Source: an optimization exercise on an open RTL-to-GDS flow (aim: small area, a short achievable clock period and few clock cycles per item). Production flows keep margins and buffers that such runs may drop.
RTL that was checked went through simulation tests only; none was proved equivalent to the original.
For run 2, only the layout was checked, not whether the RTL still works.
No activity file was given, so power comes from the tool's default toggle rates.

<file path="run.sh">
#!/bin/bash
# synth_recipe.tcl (not shown) runs the flow's synth.tcl, then flattens the netlist and writes it again
# the make line also repeats each setting of config.mk as NAME=value (left out here)
make -C /OpenROAD-flow-scripts/flow DESIGN_CONFIG=/design/flow/config.mk WORK_HOME=/design/flow/orfs CLKGATE_MAP_FILE= SYNTH_SCRIPT=/design/flow/synth_recipe.tcl finish
</file>
<file path="config.mk">
export PLATFORM = sky130hd
export DESIGN_NAME = ssvm
export DESIGN_NICKNAME = ssvm
export VERILOG_FILES = /design/flow/design.v
export SDC_FILE = /design/flow/constraint.sdc
export NUM_CORES = 4
export LEC_CHECK = 0
export CAP_MARGIN = 20
export CORE_MARGIN = 2
export CORE_UTILIZATION = 40
export CTS_BUF_LIST = sky130_fd_sc_hd__clkbuf_8 sky130_fd_sc_hd__clkbuf_16
export CTS_CLUSTER_DIAMETER = 60
export CTS_CLUSTER_SIZE = 18
export PLACE_DENSITY = 0.6
export SETUP_SLACK_MARGIN = 5
export SLEW_MARGIN = 20
</file>
<file path="constraint.sdc">
create_clock -name core_clock -period 10.0 [get_ports {clk}]
set_input_delay 2.0000 -clock core_clock [delete_from_list [all_inputs] [get_ports {clk}]]
set_output_delay 2.0000 -clock core_clock [all_outputs]
set_load 0.01 [all_outputs]
</file>
<file path="design.v">
module ssvm (
    input  wire        clk,
    input  wire        rst_n,
    input  wire        start,
    input  wire        stop,
    input  wire [15:0] sample_rate,
    input  wire [63:0] prog_len,       
    input  wire [3:0]  active,
    input  wire        req,
    output wire        ready,
    output reg         sample_valid,
    output reg  [15:0] sample_out,
    output reg         run,
    output wire [3:0]  halted,
    output wire [11:0] fault_code,     
    output wire [63:0] fault_pc,       
    output reg         mem_req,
    output reg  [26:0] mem_addr,       
    input  wire        mem_ack,
    input  wire [15:0] mem_rdata
);
    localparam [2:0] SP_PROG    = 3'd0;
    localparam [2:0] SP_ENV_HDR = 3'd1;
    localparam [2:0] SP_ENV_DAT = 3'd2;
    localparam [2:0] SP_PEN_HDR = 3'd3;
    localparam [2:0] SP_PEN_DAT = 3'd4;
    localparam [7:0] OP_TONE  = 8'h01;
    localparam [7:0] OP_REST  = 8'h02;
    localparam [7:0] OP_VOL   = 8'h03;
    localparam [7:0] OP_ENV   = 8'h04;
    localparam [7:0] OP_PENV  = 8'h05;
    localparam [7:0] OP_NOISE = 8'h06;
    localparam [7:0] OP_SYNC  = 8'h07;
    localparam [7:0] OP_LOOP  = 8'h08;
    localparam [7:0] OP_END   = 8'hFF;
    localparam [2:0] F_ILLEGAL_OPCODE = 3'd1;
    localparam [2:0] F_TRUNCATED      = 3'd2;
    localparam [2:0] F_ILLEGAL_OPER   = 3'd3;
    localparam [2:0] F_UNDEF_ENV      = 3'd4;
    localparam [2:0] F_UNDEF_PENV     = 3'd5;
    function [15:0] sval;
        input [3:0] v;
        input       p;
        case ({p, v})
            5'd16: sval = 16'h1FFF;
            5'd17: sval = 16'h196A;
            5'd18: sval = 16'h1430;
            5'd19: sval = 16'h1009;
            5'd20: sval = 16'h0CBD;
            5'd21: sval = 16'h0A1E;
            5'd22: sval = 16'h0809;
            5'd23: sval = 16'h0662;
            5'd24: sval = 16'h0512;
            5'd25: sval = 16'h0407;
            5'd26: sval = 16'h0333;
            5'd27: sval = 16'h028B;
            5'd28: sval = 16'h0205;
            5'd29: sval = 16'h019B;
            5'd30: sval = 16'h0146;
            5'd31: sval = 16'h0000;
            5'd0: sval = 16'hE001;
            5'd1: sval = 16'hE696;
            5'd2: sval = 16'hEBD0;
            5'd3: sval = 16'hEFF7;
            5'd4: sval = 16'hF343;
            5'd5: sval = 16'hF5E2;
            5'd6: sval = 16'hF7F7;
            5'd7: sval = 16'hF99E;
            5'd8: sval = 16'hFAEE;
            5'd9: sval = 16'hFBF9;
            5'd10: sval = 16'hFCCD;
            5'd11: sval = 16'hFD75;
            5'd12: sval = 16'hFDFB;
            5'd13: sval = 16'hFE65;
            5'd14: sval = 16'hFEBA;
            5'd15: sval = 16'h0000;
            default: sval = 16'h0000;
        endcase
    endfunction
    function [2:0] op_len;
        input [7:0] op;
        case (op)
            OP_TONE:  op_len = 3'd5;
            OP_REST:  op_len = 3'd3;
            OP_VOL:   op_len = 3'd2;
            OP_ENV:   op_len = 3'd2;
            OP_PENV:  op_len = 3'd2;
            OP_NOISE: op_len = 3'd5;
            OP_SYNC:  op_len = 3'd6;
            OP_LOOP:  op_len = 3'd1;
            OP_END:   op_len = 3'd1;
            default:  op_len = 3'd0;
        endcase
    endfunction
    function [3:0] level_to_hwvol;
        input [15:0] level;
        if (level[15])
            level_to_hwvol = 4'd15;
        else if (level >= 16'd15)
            level_to_hwvol = 4'd0;
        else
            level_to_hwvol = 4'd15 - level[3:0];
    endfunction
    reg        l_on    [0:3];
    reg [3:0]  l_vol   [0:3];
    reg [31:0] l_inc   [0:3];
    reg        l_noise [0:3];
    reg        l_white [0:3];
    reg [23:0] phase   [0:3];
    reg [14:0] lfsr    [0:3];
    reg        l_st    [0:3];    
    reg        c24     [0:3];    
    reg [15:0] pc_r    [0:3];
    reg [15:0] wait_r  [0:3];
    reg        lvalid  [0:3];
    reg [15:0] ltarget [0:3];
    reg [7:0]  env_id  [0:3];
    reg [15:0] env_pos [0:3];
    reg [7:0]  pen_id  [0:3];
    reg [15:0] pen_pos [0:3];
    reg        e_halt  [0:3];
    reg [2:0]  e_fault [0:3];
    reg        e_on    [0:3];
    reg [3:0]  e_vol   [0:3];
    reg [31:0] e_inc   [0:3];
    reg        e_noise [0:3];
    reg        e_white [0:3];
    genvar gi;
    generate
        for (gi = 0; gi < 4; gi = gi + 1) begin : g_status
            assign halted[gi]            = l_st[gi] & e_halt[gi];
            assign fault_code[gi*3 +: 3] = l_st[gi] ? e_fault[gi] : 3'd0;
            assign fault_pc[gi*16 +: 16] = (l_st[gi] && e_fault[gi] != 3'd0) ? pc_r[gi] : 16'd0;
        end
    endgenerate
    localparam [1:0] R_IDLE = 2'd0, R_TWAIT = 2'd1, R_REND = 2'd2, R_SLOW = 2'd3;
    reg [1:0]  rstate;
    reg [17:0] facc;          
    reg [8:0]  kshift;        
    reg        tk_rdy;        
    assign ready = run && (rstate == R_IDLE);
    wire take     = ready && req && !start && !stop;
    wire due      = !facc[17];
    wire fire     = (take && !due) || (rstate == R_REND) || (rstate == R_SLOW);
    wire first    = (rstate != R_SLOW);
    wire commit   = ((take && due) || (rstate == R_TWAIT)) && tk_rdy;
    wire [8:0] kk = (rstate == R_SLOW) ? kshift : 9'd0;
    reg  [15:0] contrib  [0:3];
    reg  [23:0] ph_next  [0:3];
    reg         ph_cy    [0:3];
    reg  [14:0] lf_next  [0:3];
    reg         more     [0:3];
    reg         pos;
    reg  [7:0]  hi;
    reg  [8:0]  cnt;
    reg         s1, s2, nz;
    reg  [14:0] l1, l2;
    integer c;
    always @* begin
        for (c = 0; c < 4; c = c + 1) begin
            pos  = l_noise[c] ? lfsr[c][0] : ~phase[c][23];
            contrib[c] = l_on[c] ? sval(l_vol[c], pos) : 16'd0;
            {ph_cy[c], ph_next[c]} = {1'b0, phase[c]} + {1'b0, l_inc[c][23:0]};
            hi   = l_inc[c][31:24];
            cnt  = {1'b0, hi} + {8'd0, c24[c]};
            nz   = l_on[c] && l_noise[c];
            if (first) begin
                s1 = (hi != 8'd0) || ph_cy[c];
                s2 = (hi[7:1] != 7'd0) || (hi[0] && ph_cy[c]);
                more[c] = nz && (hi[7:1] != 7'd0);
            end else begin
                s1 = cnt > kk;
                s2 = cnt > kk + 9'd1;
                more[c] = nz && (cnt > kk + 9'd2);
            end
            l1 = {lfsr[c][0] ^ (l_white[c] & lfsr[c][1]), lfsr[c][14:1]};
            l2 = {l1[0] ^ (l_white[c] & l1[1]), l1[14:1]};
            if (!nz || !s1)
                lf_next[c] = lfsr[c];
            else if (!s2)
                lf_next[c] = l1;
            else
                lf_next[c] = l2;
        end
    end
    wire [15:0] s01 = contrib[0] + contrib[1];
    wire [15:0] s23 = contrib[2] + contrib[3];
    reg  [15:0] m01, m23;
    always @* begin
        case (active[1:0])
            2'b00: m01 = 16'd0;
            2'b01: m01 = contrib[0];
            2'b10: m01 = contrib[1];
            default: m01 = s01;
        endcase
        case (active[3:2])
            2'b00: m23 = 16'd0;
            2'b01: m23 = contrib[2];
            2'b10: m23 = contrib[3];
            default: m23 = s23;
        endcase
    end
    wire [15:0] mix = m01 + m23;
    wire        rdone = !(more[0] || more[1] || more[2] || more[3]);
    localparam [4:0] E_OFF   = 5'd0,
                     E_Q1    = 5'd1,
                     E_CH    = 5'd2,
                     E_ELEN  = 5'd3,
                     E_ELOOP = 5'd4,
                     E_ELEV  = 5'd5,
                     E_PEN   = 5'd6,
                     E_PLEN  = 5'd7,
                     E_PLOOP = 5'd8,
                     E_PVAL  = 5'd9,
                     E_WAIT  = 5'd10,
                     E_FETCH = 5'd11,
                     E_OP    = 5'd12,
                     E_OPD   = 5'd13,
                     E_TCHK  = 5'd14,
                     E_ON1   = 5'd15,
                     E_ON1R  = 5'd16,
                     E_ON2   = 5'd17,
                     E_ON2R  = 5'd18,
                     E_NDONE = 5'd19,
                     E_NEXT  = 5'd20,
                     E_FIN   = 5'd21,
                     E_WDIV  = 5'd22;
    reg [4:0]  es;
    reg [4:0]  wret;
    reg [1:0]  ec;
    reg [7:0]  opc;
    reg [2:0]  ob;
    reg [15:0] dv;
    reg [2:0]  avail;         
    reg [16:0] npos;          
    reg        ill_q;         
    reg        trunc_q;       
    reg        folded;
    reg [31:0] q1;
    reg        ack_q;         
    reg [15:0] rd_q;
    reg  [15:0] cur_len;      
    wire [15:0] cur_pc  = pc_r[ec];
    wire [15:0] cur_ep  = env_pos[ec];
    wire [15:0] cur_pp  = pen_pos[ec];
    wire [7:0]  cur_eid = env_id[ec];
    wire [7:0]  cur_pid = pen_id[ec];
    wire [15:0] cur_wt  = wait_r[ec];
    wire [7:0]  rb      = rd_q[7:0];
    wire [2:0]  in_len  = op_len(mem_rdata[7:0]);
    wire [15:0] rem     = cur_len - cur_pc;
    wire [2:0]  pc_x    = (es == E_OPD) ? ob + 3'd1 : ob;
    wire [15:0] pc_add  = cur_pc + {13'd0, pc_x};
    wire [16:0] pos_inc = {1'b0, (es == E_CH && cur_eid != 8'hFF) ? cur_ep : cur_pp} + 17'd1;
    reg        d_busy;
    reg        d_q1;
    reg [1:0]  d_ch;
    reg [3:0]  d_cnt;
    reg [16:0] d_r;
    reg [31:0] d_q;
    reg [16:0] d_d;
    wire [17:0] d_s1  = {d_r, d_q[31]};
    wire        d_g1  = d_s1 >= {1'b0, d_d};
    wire [16:0] d_r1  = d_g1 ? (d_s1[16:0] - d_d) : d_s1[16:0];
    wire [17:0] d_s2  = {d_r1, d_q[30]};
    wire        d_g2  = d_s2 >= {1'b0, d_d};
    wire [16:0] d_r2  = d_g2 ? (d_s2[16:0] - d_d) : d_s2[16:0];
    wire [31:0] d_qn  = {d_q[29:0], d_g1, d_g2};
    wire [15:0] dv_max  = (ec == 2'd3) ? 16'hFFFF : 16'd1023;
    wire [15:0] dv_cl   = (dv > dv_max) ? dv_max : dv;
    wire [16:0] dv_eff  = (dv_cl == 16'd0) ? ((ec == 2'd3) ? 17'h10000 : 17'h00400)
                                           : {1'b0, dv_cl};
    task next_ch;
        begin
            ec <= ec + 2'd1;
            es <= (ec == 2'd3) ? E_FIN : E_CH;
        end
    endtask
    task do_wait;
        begin
            folded <= 1'b0;
            if (cur_wt > 16'd1) begin
                wait_r[ec] <= cur_wt - 16'd1;
                next_ch;
            end else begin
                wait_r[ec] <= 16'd0;
                es         <= E_FETCH;
            end
        end
    endtask
    task do_pen;
        begin
            if (cur_pid != 8'hFF) begin
                mem_req  <= 1'b1;
                mem_addr <= {SP_PEN_HDR, cur_pid, 16'd0};
                npos     <= pos_inc;
                es       <= E_PLEN;
            end else begin
                do_wait;
            end
        end
    endtask
    task do_on2;
        begin
            wret <= E_NDONE;
            if (cur_pid != 8'hFF) begin
                pen_pos[ec] <= 16'd0;
                mem_req     <= 1'b1;
                mem_addr    <= {SP_PEN_DAT, cur_pid, 16'd0};
                es          <= E_ON2R;
            end else begin
                es <= E_WDIV;
            end
        end
    endtask
    task do_on1;
        begin
            if (cur_eid != 8'hFF) begin
                env_pos[ec] <= 16'd0;
                mem_req     <= 1'b1;
                mem_addr    <= {SP_ENV_DAT, cur_eid, 16'd0};
                es          <= E_ON1R;
            end else begin
                do_on2;
            end
        end
    endtask
    task do_ndone;
        begin
            e_on[ec] <= 1'b1;
            pc_r[ec] <= pc_add;
            if (cur_wt != 16'd0)
                next_ch;
            else
                es <= E_FETCH;
        end
    endtask
    integer i;
    always @(posedge clk) begin
        if (!rst_n) begin
            run          <= 1'b0;
            rstate       <= R_IDLE;
            sample_valid <= 1'b0;
            mem_req      <= 1'b0;
            es           <= E_OFF;
            tk_rdy       <= 1'b0;
            d_busy       <= 1'b0;
            ack_q        <= 1'b0;
        end else begin
            sample_valid <= 1'b0;
            ack_q        <= mem_ack && mem_req;
            cur_len      <= prog_len[ec*16 +: 16];
            rd_q         <= mem_rdata;
            ill_q        <= (in_len == 3'd0);
            trunc_q      <= (in_len > avail);
            if (mem_ack)
                mem_req <= 1'b0;
            if (d_busy) begin
                d_r   <= d_r2;
                d_q   <= d_qn;
                d_cnt <= d_cnt - 4'd1;
                if (d_cnt == 4'd0) begin
                    d_busy <= 1'b0;
                    if (d_q1)
                        q1 <= d_qn;
                    else
                        e_inc[d_ch] <= d_qn;
                end
            end
            case (es)
            E_Q1: begin
                if (!mem_req) begin
                    ec <= 2'd0;
                    es <= E_CH;
                end
            end
            E_CH: begin
                if (e_halt[ec] || e_fault[ec] != 3'd0) begin
                    next_ch;
                end else if (cur_eid != 8'hFF) begin
                    mem_req  <= 1'b1;
                    mem_addr <= {SP_ENV_HDR, cur_eid, 16'd0};
                    npos     <= pos_inc;
                    es       <= E_ELEN;
                end else begin
                    do_pen;
                end
            end
            E_ELEN: if (ack_q) begin
                mem_req <= 1'b1;
                if (npos >= {1'b0, rd_q}) begin
                    mem_addr <= {SP_ENV_HDR, cur_eid, 16'd1};
                    es       <= E_ELOOP;
                end else begin
                    env_pos[ec] <= npos[15:0];
                    mem_addr    <= {SP_ENV_DAT, cur_eid, npos[15:0]};
                    es          <= E_ELEV;
                end
            end
            E_ELOOP: if (ack_q) begin
                env_pos[ec] <= rd_q;
                mem_req  <= 1'b1;
                mem_addr <= {SP_ENV_DAT, cur_eid, rd_q};
                es       <= E_ELEV;
            end
            E_ELEV: if (ack_q) begin
                e_vol[ec]   <= level_to_hwvol(rd_q);
                do_pen;
            end
            E_PLEN: if (ack_q) begin
                mem_req <= 1'b1;
                if (npos >= {1'b0, rd_q}) begin
                    mem_addr <= {SP_PEN_HDR, cur_pid, 16'd1};
                    es       <= E_PLOOP;
                end else begin
                    pen_pos[ec] <= npos[15:0];
                    mem_addr    <= {SP_PEN_DAT, cur_pid, npos[15:0]};
                    es          <= E_PVAL;
                end
            end
            E_PLOOP: if (ack_q) begin
                pen_pos[ec] <= rd_q;
                mem_req  <= 1'b1;
                mem_addr <= {SP_PEN_DAT, cur_pid, rd_q};
                es       <= E_PVAL;
            end
            E_PVAL: if (ack_q) begin
                dv          <= rd_q;
                wret        <= E_WAIT;
                es          <= E_WDIV;
            end
            E_FETCH: begin
                ob    <= 3'd1;
                avail <= (rem[15:3] != 13'd0) ? 3'd7 : rem[2:0];
                if (rem == 16'd0) begin
                    if (lvalid[ec] && !folded) begin
                        pc_r[ec] <= ltarget[ec];
                        folded   <= 1'b1;
                    end else begin
                        e_halt[ec] <= 1'b1;
                        e_on[ec]   <= 1'b0;
                        next_ch;
                    end
                end else begin
                    mem_req  <= 1'b1;
                    mem_addr <= {SP_PROG, 6'd0, ec, cur_pc};
                    es       <= E_OP;
                end
            end
            E_OP: if (ack_q) begin
                opc <= rb;
                if (ill_q) begin
                    e_fault[ec] <= F_ILLEGAL_OPCODE;
                    e_on[ec]    <= 1'b0;
                    next_ch;
                end else if (trunc_q) begin
                    e_fault[ec] <= F_TRUNCATED;
                    e_on[ec]    <= 1'b0;
                    next_ch;
                end else if (rb == OP_END) begin
                    if (lvalid[ec] && !folded) begin
                        pc_r[ec] <= ltarget[ec];
                        folded   <= 1'b1;
                        es       <= E_FETCH;
                    end else begin
                        e_halt[ec] <= 1'b1;
                        e_on[ec]   <= 1'b0;
                        next_ch;
                    end
                end else if (rb == OP_LOOP) begin
                    ltarget[ec] <= pc_add;
                    lvalid[ec]  <= 1'b1;
                    pc_r[ec]    <= pc_add;
                    es          <= E_FETCH;
                end else begin
                    mem_req  <= 1'b1;
                    mem_addr <= {SP_PROG, 6'd0, ec, pc_add};
                    es       <= E_OPD;
                end
            end
            E_OPD: if (ack_q) begin
                ob <= ob + 3'd1;
                mem_req  <= 1'b1;
                mem_addr <= {SP_PROG, 6'd0, ec, pc_add};
                case (opc)
                OP_TONE: begin
                    case (ob)
                        3'd1: dv[7:0]  <= rb;
                        3'd2: dv[15:8] <= rb;
                        3'd3: wait_r[ec][7:0] <= rb;
                        default: begin
                            wait_r[ec][15:8] <= rb;
                            e_noise[ec] <= 1'b0;
                            mem_req     <= 1'b0;
                            do_on1;
                        end
                    endcase
                end
                OP_REST: begin
                    if (ob == 3'd1) begin
                        wait_r[ec][7:0] <= rb;
                    end else begin
                        wait_r[ec][15:8] <= rb;
                        e_on[ec] <= 1'b0;
                        pc_r[ec] <= pc_add;
                        mem_req  <= 1'b0;
                        if ({rb, cur_wt[7:0]} != 16'd0)
                            next_ch;
                        else
                            es <= E_FETCH;
                    end
                end
                OP_VOL: begin
                    e_vol[ec] <= (rb >= 8'd15) ? 4'd0 : (4'd15 - rb[3:0]);
                    pc_r[ec]  <= pc_add;
                    mem_req   <= 1'b0;
                    es        <= E_FETCH;
                end
                OP_ENV, OP_PENV: begin
                    dv[7:0] <= rb;
                    if (rb == 8'hFF) begin
                        if (opc == OP_ENV)
                            env_id[ec] <= 8'hFF;
                        else
                            pen_id[ec] <= 8'hFF;
                        pc_r[ec] <= pc_add;
                        mem_req  <= 1'b0;
                        es       <= E_FETCH;
                    end else begin
                        mem_addr <= {(opc == OP_ENV) ? SP_ENV_HDR : SP_PEN_HDR, rb, 16'd0};
                        es       <= E_TCHK;
                    end
                end
                OP_NOISE: begin
                    case (ob)
                        3'd1: begin
                            if (rb >= 8'd2) begin
                                e_fault[ec] <= F_ILLEGAL_OPER;
                                e_on[ec]    <= 1'b0;
                                mem_req     <= 1'b0;
                                next_ch;
                            end
                            e_white[ec] <= rb[0];
                        end
                        3'd2: begin
                            if (rb >= 8'd3) begin
                                e_fault[ec] <= F_ILLEGAL_OPER;
                                e_on[ec]    <= 1'b0;
                                mem_req     <= 1'b0;
                                next_ch;
                            end
                            dv <= (rb == 8'd0) ? 16'd16 : (rb == 8'd1) ? 16'd32 : 16'd64;
                        end
                        3'd3: wait_r[ec][7:0] <= rb;
                        default: begin
                            wait_r[ec][15:8] <= rb;
                            e_noise[ec] <= 1'b1;
                            mem_req     <= 1'b0;
                            do_on1;
                        end
                    endcase
                end
                default: begin  
                    case (ob)
                        3'd1: begin
                            if (rb >= 8'd2) begin
                                e_fault[ec] <= F_ILLEGAL_OPER;
                                e_on[ec]    <= 1'b0;
                                mem_req     <= 1'b0;
                                next_ch;
                            end
                            e_white[ec] <= rb[0];
                        end
                        3'd2: dv[7:0]  <= rb;
                        3'd3: dv[15:8] <= rb;
                        3'd4: wait_r[ec][7:0] <= rb;
                        default: begin
                            wait_r[ec][15:8] <= rb;
                            e_noise[ec] <= 1'b1;
                            mem_req     <= 1'b0;
                            do_on1;
                        end
                    endcase
                end
                endcase
            end
            E_TCHK: if (ack_q) begin
                if (rd_q == 16'd0) begin
                    e_fault[ec] <= (opc == OP_ENV) ? F_UNDEF_ENV : F_UNDEF_PENV;
                    e_on[ec]    <= 1'b0;
                    next_ch;
                end else begin
                    if (opc == OP_ENV) begin
                        env_id[ec]  <= dv[7:0];
                        env_pos[ec] <= 16'd0;
                    end else begin
                        pen_id[ec]  <= dv[7:0];
                        pen_pos[ec] <= 16'd0;
                    end
                    pc_r[ec] <= pc_add;
                    es       <= E_FETCH;
                end
            end
            E_ON1R: if (ack_q) begin
                e_vol[ec] <= level_to_hwvol(rd_q);
                do_on2;
            end
            E_ON2R: if (ack_q) begin
                dv <= rd_q;
                es <= E_WDIV;
            end
            E_WDIV: begin
                if (!d_busy || (d_ch == ec && !d_q1)) begin
                    d_busy <= 1'b1;
                    d_q1   <= 1'b0;
                    d_ch   <= ec;
                    d_cnt  <= 4'd15;
                    d_r    <= 17'd0;
                    d_q    <= q1;
                    d_d    <= dv_eff;
                    if (wret == E_WAIT)
                        do_wait;
                    else
                        do_ndone;
                end
            end
            E_FIN: begin
                if (!d_busy) begin
                    tk_rdy <= 1'b1;
                    es     <= E_OFF;
                end
            end
            default: ;
            endcase
            if (fire) begin
                if (first) begin
                    sample_out <= mix[15:0];
                    for (i = 0; i < 4; i = i + 1) begin
                        if (l_on[i])
                            phase[i] <= ph_next[i];
                        c24[i] <= ph_cy[i];
                    end
                end
                for (i = 0; i < 4; i = i + 1)
                    lfsr[i] <= lf_next[i];
                if (rdone) begin
                    sample_valid <= 1'b1;
                    rstate       <= R_IDLE;
                end else begin
                    kshift <= kk + 9'd2;
                    rstate <= R_SLOW;
                end
            end
            if (take) begin
                facc <= facc + 18'd60 - (due ? {2'b00, sample_rate} : 18'd0);
                if (due)
                    rstate <= R_TWAIT;
            end
            if (commit) begin
                for (i = 0; i < 4; i = i + 1) begin
                    l_on[i]    <= e_on[i];
                    l_vol[i]   <= e_vol[i];
                    l_inc[i]   <= e_inc[i];
                    l_noise[i] <= e_noise[i];
                    l_white[i] <= e_white[i];
                    l_st[i]    <= e_halt[i] || (e_fault[i] != 3'd0);
                end
                tk_rdy <= 1'b0;
                ec     <= 2'd0;
                es     <= E_CH;
                rstate <= R_REND;
            end
            if (start) begin
                run    <= 1'b1;
                rstate <= R_IDLE;
                facc   <= 18'd0;
                tk_rdy <= 1'b0;
                es     <= E_Q1;
                d_busy <= 1'b1;
                d_q1   <= 1'b1;
                d_cnt  <= 4'd15;
                d_r    <= 17'd436;           
                d_q    <= 32'hF500_0000;     
                d_d    <= {1'b0, sample_rate};
                for (i = 0; i < 4; i = i + 1) begin
                    l_on[i]    <= 1'b0;
                    phase[i]   <= 24'd0;
                    lfsr[i]    <= 15'h4000;
                    l_st[i]    <= 1'b0;
                    pc_r[i]    <= 16'd0;
                    wait_r[i]  <= 16'd0;
                    lvalid[i]  <= 1'b0;
                    env_id[i]  <= 8'hFF;
                    pen_id[i]  <= 8'hFF;
                    e_halt[i]  <= 1'b0;
                    e_fault[i] <= 3'd0;
                    e_on[i]    <= 1'b0;
                    e_vol[i]   <= 4'd15;
                end
            end else if (stop) begin
                run <= 1'b0;
                es  <= E_OFF;
            end
        end
    end
endmodule
</file>
==> reports/metrics.yaml, run 1 <==
status: "complete, no violations"
leakage_uw: 0.0285
grt_setup_unrepaired: "yes"
antenna_found_initial: 5
clock_latency_ns: 0.76
ios: 233
avgRoutedWirePerCell_um: 22.6
crit_arrival_ns: 5.50
routed-via-count: 49900
drive_above_1_share_pct: 11.4
layout.cells.non_filler: 8680
setup_viol: 0
ys.warnings.count: 15
io_buffers: 232
grt_max_degree: 92
seq_area_frac_synth_pct: 49.2
grt_pass1_vias: 48600
area_delta_synth_final_pct: 15.9
drv_slew: 0
final_common_cell: "edfxtp_1"
syn_area_mm2: 0.0655
period_share_pct: 50.3
critPathSlowestCell: "clkdlybuf4s50_1"
crit_required_ns: 10.47
cts.sinks: 1156
synth-async-reset-ratio_pct: 0
drtIter0Drc: 4644
ys.flop_type: "edfxtp_1"
dr.pass1.iters: 7
clock-root-buffer: "clkbuf_16"
worst-setup-path-type: "in -> reg"
startpoint_type: "input port"
critical_path_buf_inv_count: 2
drt_wl_total_um: 196000
tightest_slew_ns: 1.12
viasPerCell: 5.75
final_util_pct: 46.7
grt_overflow: 0
drv_cap: 0
cts_max_path_buffers: 3
finalHoldViolCount: 0
postRouteAntennaNets: 0
dp_hpwl_um: 137000
cp_slowest_stage_delay_ns: 0.82
postCtsHoldBufs: 0
multi_input_area_mm2: 0.0323
holdWs_ns: 0.415
initial_core_util_pct: 40.3
htree_levels: 3
dp.cells: 8371
p_per_area_mw_per_mm2: 146
crit_top_cell: "o21ai_0"
gp_congestion: 0.960
synth_cells: 6150
fp.dieW_um: 409
ys_seq_elements: 1156
post-route-drc-count: 0
cts_tree: "done"
worst_hold_path_type: "reg -> reg"
grt_pass1_wl_um: 296000
synth_nets: 6677
globalRouteTotalUtil_pct: 22.8
die_y_um: 409
vdd_ir_drop_max_v: 0.000151
dieArea_mm2: 0.167
synth_edf_count: 909
slew_headroom_pct: 24.7
numCtsBuffers: 105
post-route-min-period_ns: 5.03
clk_pin_slew_ns: 0.08
seq_area_mm2: 0.0323
critical_path.cell_chain: "clkdlybuf4s50_1 -> a22o_1 -> ha_1 -> inv_1 -> fa_1 -> nor2b_1 -> o21ai_0 -> a21boi_2 -> o21ai_1 -> a21boi_1 -> o21ai_0 -> nand2b_1 -> a311oi_2 -> o41ai_1 -> a21oi_1 -> xnor2_1"
finalNetCount: 6942
rows: 148
synth.distinct_cells: 95
crit_family: "compound AO/OA/AOI/OAI gates"
final_cell_area_mm2: 0.0759
cp_max_fo: 14
nFillCells: 15000
fin_tns_setup_ns: 0
final_cell_mix: "909 x edfxtp_1, 610 x nand2_1, 549 x nor2_1, 381 x ha_1, 375 x a21oi_1"
core-area_mm2: 0.163
synth_area_per_cell_um2: 10.6
crit_path_end_kind: "register"
fin_worst_skew_ns: 0.0840
placed_area_mm2: 0.0704
fmax_ghz: 0.199
==> power breakdown <==
part / total [µW] / internal (µW) / switching [µW] / leakage [µW]
logic: 1540 / 663 / 873 / 0.0162
clock network: 4230 / 2180 / 2050 / 0.00181
registers: 5350 / 5270 / 75.0 / 0.0105
==> through the flow <==
step	setup WS [ns]	total power [µW]
floorplan	4.81	6440
global placement	3.59	6820
detailed placement	3.51	6830
CTS	4.91	11100
global route	4.73	11600
finish	4.97	11100
==> layout make-up <==
class	instances	share of cell area, %
multi-input combinational	4486	42.6
sequential	1156	42.5
tap	2175	3.58
clock buffer	110	3.58
inverter	232	1.17
timing repair buffer	434	5.37
clock inverter	83	1.25
antenna	4	0.0132
==> state kept, by name (all words and copies together), names as in the netlist, 32 cells and up, named ones only <==
register,flops
phase,96
lfsr,60
pen_id,32
env_pos,64
env_id,32
l_inc,128
q1,32
d_q,32
wait_r,64
pc_r,64
pen_pos,64
e_inc,128
ltarget,64
==> layer usage <==
metal | vias to the layer above | wire, µm | share of wire, % | global-route usage [%]
li1 | 23300 | - | - | -
met1 | 24400 | 85600 | 44 | 31.4
met2 | 1842 | 89000 | 45 | 36.2
met3 | 300 | 14300 | 7.3 | 3.61
met4 | 0 | 7180 | 3.7 | 8.58
met5 | - | 0 | 0 | 0
==> worst paths after layout <==
path,start,cells past startpoint,slack (ns),end
hold reg to reg,e_inc[0][2]$_DFFE_PP_,0,0.42,l_inc[0][2]$_DFFE_PP_
hold / removal,e_inc[0][2]$_DFFE_PP_,0,0.42,l_inc[0][2]$_DFFE_PP_
setup reg to reg,l_vol[2][1]$_DFFE_PP_,23,4.99,sample_out[14]$_DFFE_PP_
setup / recovery,active[1],16,4.97,sample_out[14]$_DFFE_PP_
==> cell families after synthesis <==
family	count (synthesis)	share of synthesized area (%)
AND/OR/NAND/NOR	2032	14.7
adder cells (fa/ha/maj)	421	8.18
multiplexers	316	7.07
flip-flops	1156	49.2
AO/OA/AOI/OAI	1467	14.5
XOR/XNOR	249	3.34
buffers and inverters	509	3.04
==> repair_timing <==
action                                  4_1_cts  5_1_grt
cloned                                        1        2
resized for setup                           110      108
pin swaps                                    40       46
setup buffers                                69       37
endpoints found under the setup margin      455      281
==> cell usage after synthesis (122+ instances only) <==
cell type,instances,area (µm²)
dfxtp_1,247,4940
ha_1,409,5120
edfxtp_1,909,27300
xnor2_1,169,1480
clkbuf_1,220,826
inv_1,231,867
and2_1,122,763
mux2i_1,171,1710
nor3_1,158,791
nand2b_1,124,776
o21ai_0,339,1700
a21oi_1,402,2010
nor2_1,563,2110
nand2_1,619,2320
Testbench counts, summed over its fixed seeds: cycles 75,770, samples 72,000.
==> run 2, diff against run 1 <==
--- a/design.v
+++ b/design.v
@@ -255,17 +255,25 @@
     reg        d_busy;
     reg        d_q1;
     reg [1:0]  d_ch;
-    reg [3:0]  d_cnt;
+    reg [4:0]  d_cnt;
     reg [16:0] d_r;
     reg [31:0] d_q;
     reg [16:0] d_d;
-    wire [17:0] d_s1  = {d_r, d_q[31]};
-    wire        d_g1  = d_s1 >= {1'b0, d_d};
-    wire [16:0] d_r1  = d_g1 ? (d_s1[16:0] - d_d) : d_s1[16:0];
-    wire [17:0] d_s2  = {d_r1, d_q[30]};
-    wire        d_g2  = d_s2 >= {1'b0, d_d};
-    wire [16:0] d_r2  = d_g2 ? (d_s2[16:0] - d_d) : d_s2[16:0];
-    wire [31:0] d_qn  = {d_q[29:0], d_g1, d_g2};
+    reg        d_wide;        
+    wire [17:0] w_s   = {d_r, d_q[31]};
+    wire [18:0] w_t   = {1'b0, w_s} - {2'b00, d_d};
+    wire        w_g   = !w_t[18];
+    wire [16:0] w_r   = w_g ? w_t[16:0] : w_s[16:0];
+    wire [11:0] n_s1  = {d_r[10:0], d_q[31]};
+    wire [12:0] n_t1  = {1'b0, n_s1} - {2'b00, d_d[10:0]};
+    wire        n_g1  = !n_t1[12];
+    wire [10:0] n_r1  = n_g1 ? n_t1[10:0] : n_s1[10:0];
+    wire [11:0] n_s2  = {n_r1, d_q[30]};
+    wire [12:0] n_t2  = {1'b0, n_s2} - {2'b00, d_d[10:0]};
+    wire        n_g2  = !n_t2[12];
+    wire [10:0] n_r2  = n_g2 ? n_t2[10:0] : n_s2[10:0];
+    wire [16:0] d_r2  = d_wide ? w_r : {6'd0, n_r2};
+    wire [31:0] d_qn  = d_wide ? {d_q[30:0], w_g} : {d_q[29:0], n_g1, n_g2};
     wire [15:0] dv_max  = (ec == 2'd3) ? 16'hFFFF : 16'd1023;
     wire [15:0] dv_cl   = (dv > dv_max) ? dv_max : dv;
     wire [16:0] dv_eff  = (dv_cl == 16'd0) ? ((ec == 2'd3) ? 17'h10000 : 17'h00400)
@@ -358,8 +366,8 @@
             if (d_busy) begin
                 d_r   <= d_r2;
                 d_q   <= d_qn;
-                d_cnt <= d_cnt - 4'd1;
-                if (d_cnt == 4'd0) begin
+                d_cnt <= d_cnt - 5'd1;
+                if (d_cnt == 5'd0) begin
                     d_busy <= 1'b0;
                     if (d_q1)
                         q1 <= d_qn;
@@ -614,7 +622,8 @@
                     d_busy <= 1'b1;
                     d_q1   <= 1'b0;
                     d_ch   <= ec;
-                    d_cnt  <= 4'd15;
+                    d_wide <= (dv_eff[16:11] != 6'd0);
+                    d_cnt  <= (dv_eff[16:11] != 6'd0) ? 5'd31 : 5'd15;
                     d_r    <= 17'd0;
                     d_q    <= q1;
                     d_d    <= dv_eff;
@@ -678,7 +687,8 @@
                 es     <= E_Q1;
                 d_busy <= 1'b1;
                 d_q1   <= 1'b1;
-                d_cnt  <= 4'd15;
+                d_wide <= 1'b1;              
+                d_cnt  <= 5'd31;
                 d_r    <= 17'd436;           
                 d_q    <= 32'hF500_0000;     
                 d_d    <= {1'b0, sample_rate};
--- a/config.mk
+++ b/config.mk
@@ -8,9 +8,6 @@
 export CAP_MARGIN = 20
 export CORE_MARGIN = 2
 export CORE_UTILIZATION = 40
-export CTS_BUF_LIST = sky130_fd_sc_hd__clkbuf_8 sky130_fd_sc_hd__clkbuf_16
-export CTS_CLUSTER_DIAMETER = 60
-export CTS_CLUSTER_SIZE = 18
 export PLACE_DENSITY = 0.6
 export SETUP_SLACK_MARGIN = 5
 export SLEW_MARGIN = 20
==> run 2 against run 1 <==
Critical path depth grew 7. Final cell count grew 2.8%. Largest power group unchanged. Largest cell class unchanged. Sequential cell count grew 2. Synthesized cell count grew 2.4%. Synthesized area grew 0.77%. Core utilization grew 0.25 points. Register-to-register slack lost 0.12 ns. Total power grew 0.46%. Routed wire length grew 1.4%. Critical path type is now reg -> reg. Still clean. First-iteration DRC count grew 9.3%.
==> reports/metrics.yaml, run 2 <==
final_util_pct: 47.0  # was 46.7%
synth_area_per_cell_um2: 10.5  # was 10.6 µm²
critical_path_buf_inv_count: 2  # unchanged
synth.cells.most_frequent: "911 x edfxtp_1, 773 x nand2_1, 652 x nor2_1, 404 x ha_1, 396 x a21oi_1"  # was 909 x edfxtp_1, 619 x nand2_1, 563 x nor2_1, 409 x ha_1, 402 x a21oi_1
power_switching_uw: 2800  # was 3000 µW
worst_hold_path_type: "reg -> reg"  # unchanged
crit_top_cell: "o21ai_2"  # was o21ai_0
dr.pass1.iters: 10  # was 7
post-route-drc-count: 0  # unchanged
final_cell_mix: "911 x edfxtp_1, 764 x nand2_1, 637 x nor2_1, 378 x a21oi_1, 375 x ha_1"  # was 909 x edfxtp_1, 610 x nand2_1, 549 x nor2_1, 381 x ha_1, 375 x a21oi_1
crit_required_ns: 10.47  # about the same
clock-root-buffer: "clkbuf_16"  # unchanged
core-area_mm2: 0.164  # was 0.163 mm²
power.share.clock_pct: 41.0  # was 38.1%
clk_pin_slew_ns: 0.06  # was 0.08 ns
drive_above_1_share_pct: 13.0  # was 11.4%
cp_slowest_stage_delay_ns: 0.41  # was 0.82 ns
post-route-min-period_ns: 5.13  # was 5.03 ns
avgRoutedWirePerCell_um: 22.3  # was 22.6 µm
gp_congestion: 0.974  # was 0.960
grt_max_degree: 154  # was 92
synth_edf_count: 911  # was 909
ys.flop_type: "edfxtp_1"  # unchanged
cts.sinks: 1158  # was 1156
cts_max_path_buffers: 3  # unchanged
syn_area_mm2: 0.0660  # was 0.0655 mm²
ios: 233  # unchanged
globalRouteTotalUtil_pct: 23.0  # was 22.8%
seq_power_share_pct: 47.7  # was 48.1%
vdd_ir_drop_max_v: 0.000146  # was 0.000151 V
synth_cells: 6297  # was 6150
clock_latency_ns: 0.79  # was 0.76 ns
fmax_ghz: 0.195  # was 0.199 GHz
postRouteAntennaNets: 0  # unchanged
status: "complete, no violations"  # unchanged
p_per_area_mw_per_mm2: 145  # was 146 mW/mm²
drv_cap: 0  # unchanged
critical_path.cell_chain: "inv_1 -> ha_2 -> inv_2 -> fa_2 -> a21o_1 -> a21oi_2 -> o21ai_2 -> a2111oi_4 -> o31ai_4 -> or3_4 -> mux2_4 -> ha_4 -> nor2b_4 -> o21ai_2 -> a21boi_2 -> o21ai_2 -> a21oi_2 -> o211a_1 -> o21ai_4 -> nand2_4 -> mux2i_1 -> a21oi_1 -> a21o_1"  # was clkdlybuf4s50_1 -> a22o_1 -> ha_1 -> inv_1 -> fa_1 -> nor2b_1 -> o21ai_0 -> a21boi_2 -> o21ai_1 -> a21boi_1 -> o21ai_0 -> nand2b_1 -> a311oi_2 -> o41ai_1 -> a21oi_1 -> xnor2_1
ys_seq_elements: 1158  # was 1156
crit_family: "compound AO/OA/AOI/OAI gates"  # unchanged
grt_setup_unrepaired: "yes"  # unchanged
grt_pass1_vias: 49600  # was 48600
grt_overflow: 0  # unchanged
p_int_uw: 8370  # was 8110 µW
antenna_found_initial: 5  # unchanged
synth_top_area_share_pct: 41.5  # was 41.7%
leakage_uw: 0.0287  # was 0.0285 µW
synth.distinct_cells: 91  # was 95
htree_levels: 3  # unchanged
pwr-share-comb_pct: 11.4  # was 13.8%
grt_pass1_wl_um: 301000  # was 296000 µm
setup_viol: 0  # unchanged
crit_arrival_ns: 5.60  # was 5.50 ns
crit_path_end_kind: "register"  # unchanged
die_y_um: 410  # was 409 µm
synth_nets: 6819  # was 6677
dp_hpwl_um: 139000  # was 137000 µm
drtIter0Drc: 5077  # was 4644
rows: 149  # was 148
reg.largest.list: "e_inc x128, l_inc x128, phase x96"  # unchanged
worst-setup-path-type: "reg -> reg"  # was in -> reg
routed-via-count: 51000  # was 49900
critPathSlowestCell: "edfxtp_1"  # was clkdlybuf4s50_1
fp.dieW_um: 410  # was 409 µm
seq_area_frac_synth_pct: 49.0  # was 49.2%
io_buffers: 232  # unchanged
yosysMostFrequentCell: "edfxtp_1"  # unchanged
startpoint_type: "register"  # was input port
ys.warnings.count: 15  # unchanged
dieArea_mm2: 0.168  # was 0.167 mm²
area_delta_synth_final_pct: 17.0  # was 15.9%
synth_top_cell_by_area: "edfxtp_1"  # unchanged
initial_core_util_pct: 40.1  # was 40.3%
switching_share_pct: 25.1  # was 27.0%
fin_tns_setup_ns: 0  # unchanged
finalHoldViolCount: 0  # unchanged
period_share_pct: 51.3  # was 50.3%
numCtsBuffers: 118  # was 105
drv_slew: 0  # unchanged
slew_headroom_pct: 24.1  # was 24.7%
finalNetCount: 7150  # was 6942
cp_max_fo: 6  # was 14
cts_tree: "done"  # unchanged
synth.area.top_cells: "edfxtp_1 41%, ha_1 7.7%, dfxtp_1 7.5%"  # was edfxtp_1 42%, ha_1 7.8%, dfxtp_1 7.6%
drt_wl_total_um: 199000  # was 196000 µm
tightest_slew_ns: 1.14  # was 1.12 ns
synth-async-reset-ratio_pct: 0  # unchanged
fin_worst_skew_ns: 0.0809  # was 0.0840 ns
final_common_cell: "edfxtp_1"  # unchanged
viasPerCell: 5.72  # was 5.75
## run 2: repair_timing
item | 4_1_cts | 5_1_grt
pin swaps | 43 | 76
hold buffers | 0 | 0
cloned | 1 | 0
setup buffers | 71 | 86
endpoints found under the setup margin | 213 | 181
gates resized for setup | 94 | 130
## run 2: cells by family (layout without fill, tap and decap cells)
logic type | after synthesis | after routing | share of synthesized area, %
buffers and inverters | 530 | 964 | 3.21
multiplexers | 368 | 368 | 7.79
flip-flops | 1158 | 1158 | 49.0
other | 0 | 2 | 0
adder cells (fa/ha/maj) | 416 | 416 | 8.02
AO/OA/AOI/OAI | 1388 | 1388 | 13.7
AND/OR/NAND/NOR | 2194 | 2195 | 15.1
XOR/XNOR | 243 | 243 | 3.24
## run 2: routing by layer
layer	wire (µm)	track usage (%)	vias to the layer above
li1	-	-	23800
met1	86500	31.5	24900
met2	92300	37.3	1961
met3	13000	2.90	368
met4	6930	8.27	4
met5	26	0	-
## run 2: worst paths after layout
kind	start	endpoint	slack, ns	cells past startpoint
setup / recovery	d_q[31]$_SDFFCE_PP1P_	d_r[2]$_SDFFCE_PP1P_	4.87	23
hold / removal	e_inc[3][18]$_DFFE_PP_	l_inc[3][18]$_DFFE_PP_	0.42	0
setup reg to reg	d_q[31]$_SDFFCE_PP1P_	d_r[2]$_SDFFCE_PP1P_	4.87	23
hold reg to reg	e_inc[3][18]$_DFFE_PP_	l_inc[3][18]$_DFFE_PP_	0.42	0
## run 2: area by class of cell
cell class              count  area, µm²
diodes                      2       5.00
clock inverters            66        743
repair buffers            495       4510
fillers                 15200      87200
flip-flops and latches   1158      32300
inverters                 245        943
multi-input cells        4610      32700
well taps                2189       2740
clock buffers             158       3300
## run 2: per-stage QoR
step	total power [µW]	instances	instance area (µm²)	setup WS, ns	hold WS [ns]
finish	11200	8923	77200	4.87	0.416
global route	11600	8922	77200	4.65	0.418
CTS	11200	8834	76000	4.85	0.413
detailed placement	6580	8538	71000	3.21	0.405
global placement	6560	8538	71000	3.20	0.401
floorplan	6230	6297	66300	4.33	0.400
## run 2: power by group through the flow
stage               logic (µW)  registers, µW  clock network (µW)
floorplan                  827           5400                   0
global route              1390           5330                4850
finish                    1270           5320                4580
CTS                       1210           5320                4670
detailed placement        1150           5430                   0
global placement          1130           5430                   0
## run 2: worst reg2reg max path, cell delays in order, from the launching register on
cell and delay (ns):
edfxtp_1 0.41, inv_1 0.09, ha_2 0.19, inv_2 0.04, fa_2 0.34, a21o_1 0.17
a21oi_2 0.18, o21ai_2 0.10, a2111oi_4 0.38, o31ai_4 0.13, or3_4 0.41, mux2_4 0.34
ha_4 0.22, nor2b_4 0.12, o21ai_2 0.18, a21boi_2 0.09, o21ai_2 0.18, a21oi_2 0.10
o211a_1 0.25, o21ai_4 0.24, nand2_4 0.16, mux2i_1 0.24, a21oi_1 0.09, a21o_1 0.19

-- static timing again, ports no longer ideal --
The results above use ideal ports. As a check the final layouts listed here were re-extracted and re-timed, cells and wires unchanged. Step 1 (the two cells are an assumption about what drives the block):
set clk [get_ports {clk}]
set_driving_cell -lib_cell sky130_fd_sc_hd__clkbuf_16 $clk
set_driving_cell -lib_cell sky130_fd_sc_hd__buf_2 [delete_from_list [all_inputs] $clk]
Step 2, shift: input delay + t, output delay - t, t = (earliest + latest rising clock arrival at the registers) / 2. This alone moves slack from input paths to output paths. Slacks: ideal ports / drivers / drivers and shift; pairs: ideal ports / drivers.
| run | shift t [ns] | slack for setup (ns) | worst hold slack (ns) | worst setup path after step 2 | latest minus earliest clock arrival (ns) |
|---|---|---|---|---|---|
| run 1 | 0.801 | 4.967 / 4.989 / 4.219 | 0.415 / 0.415 / 0.415 | input to register | 0.084 / 0.084 |
| run 2 | 0.826 | 4.871 / 4.871 / 4.272 | 0.416 / 0.416 / 0.416 | input to register | 0.082 / 0.082 |
After both steps setup and hold are still met in every run listed. For run 1, which loses most, drivers alone change the setup slack by +0.022 ns; drivers and shift together by -0.748 ns.
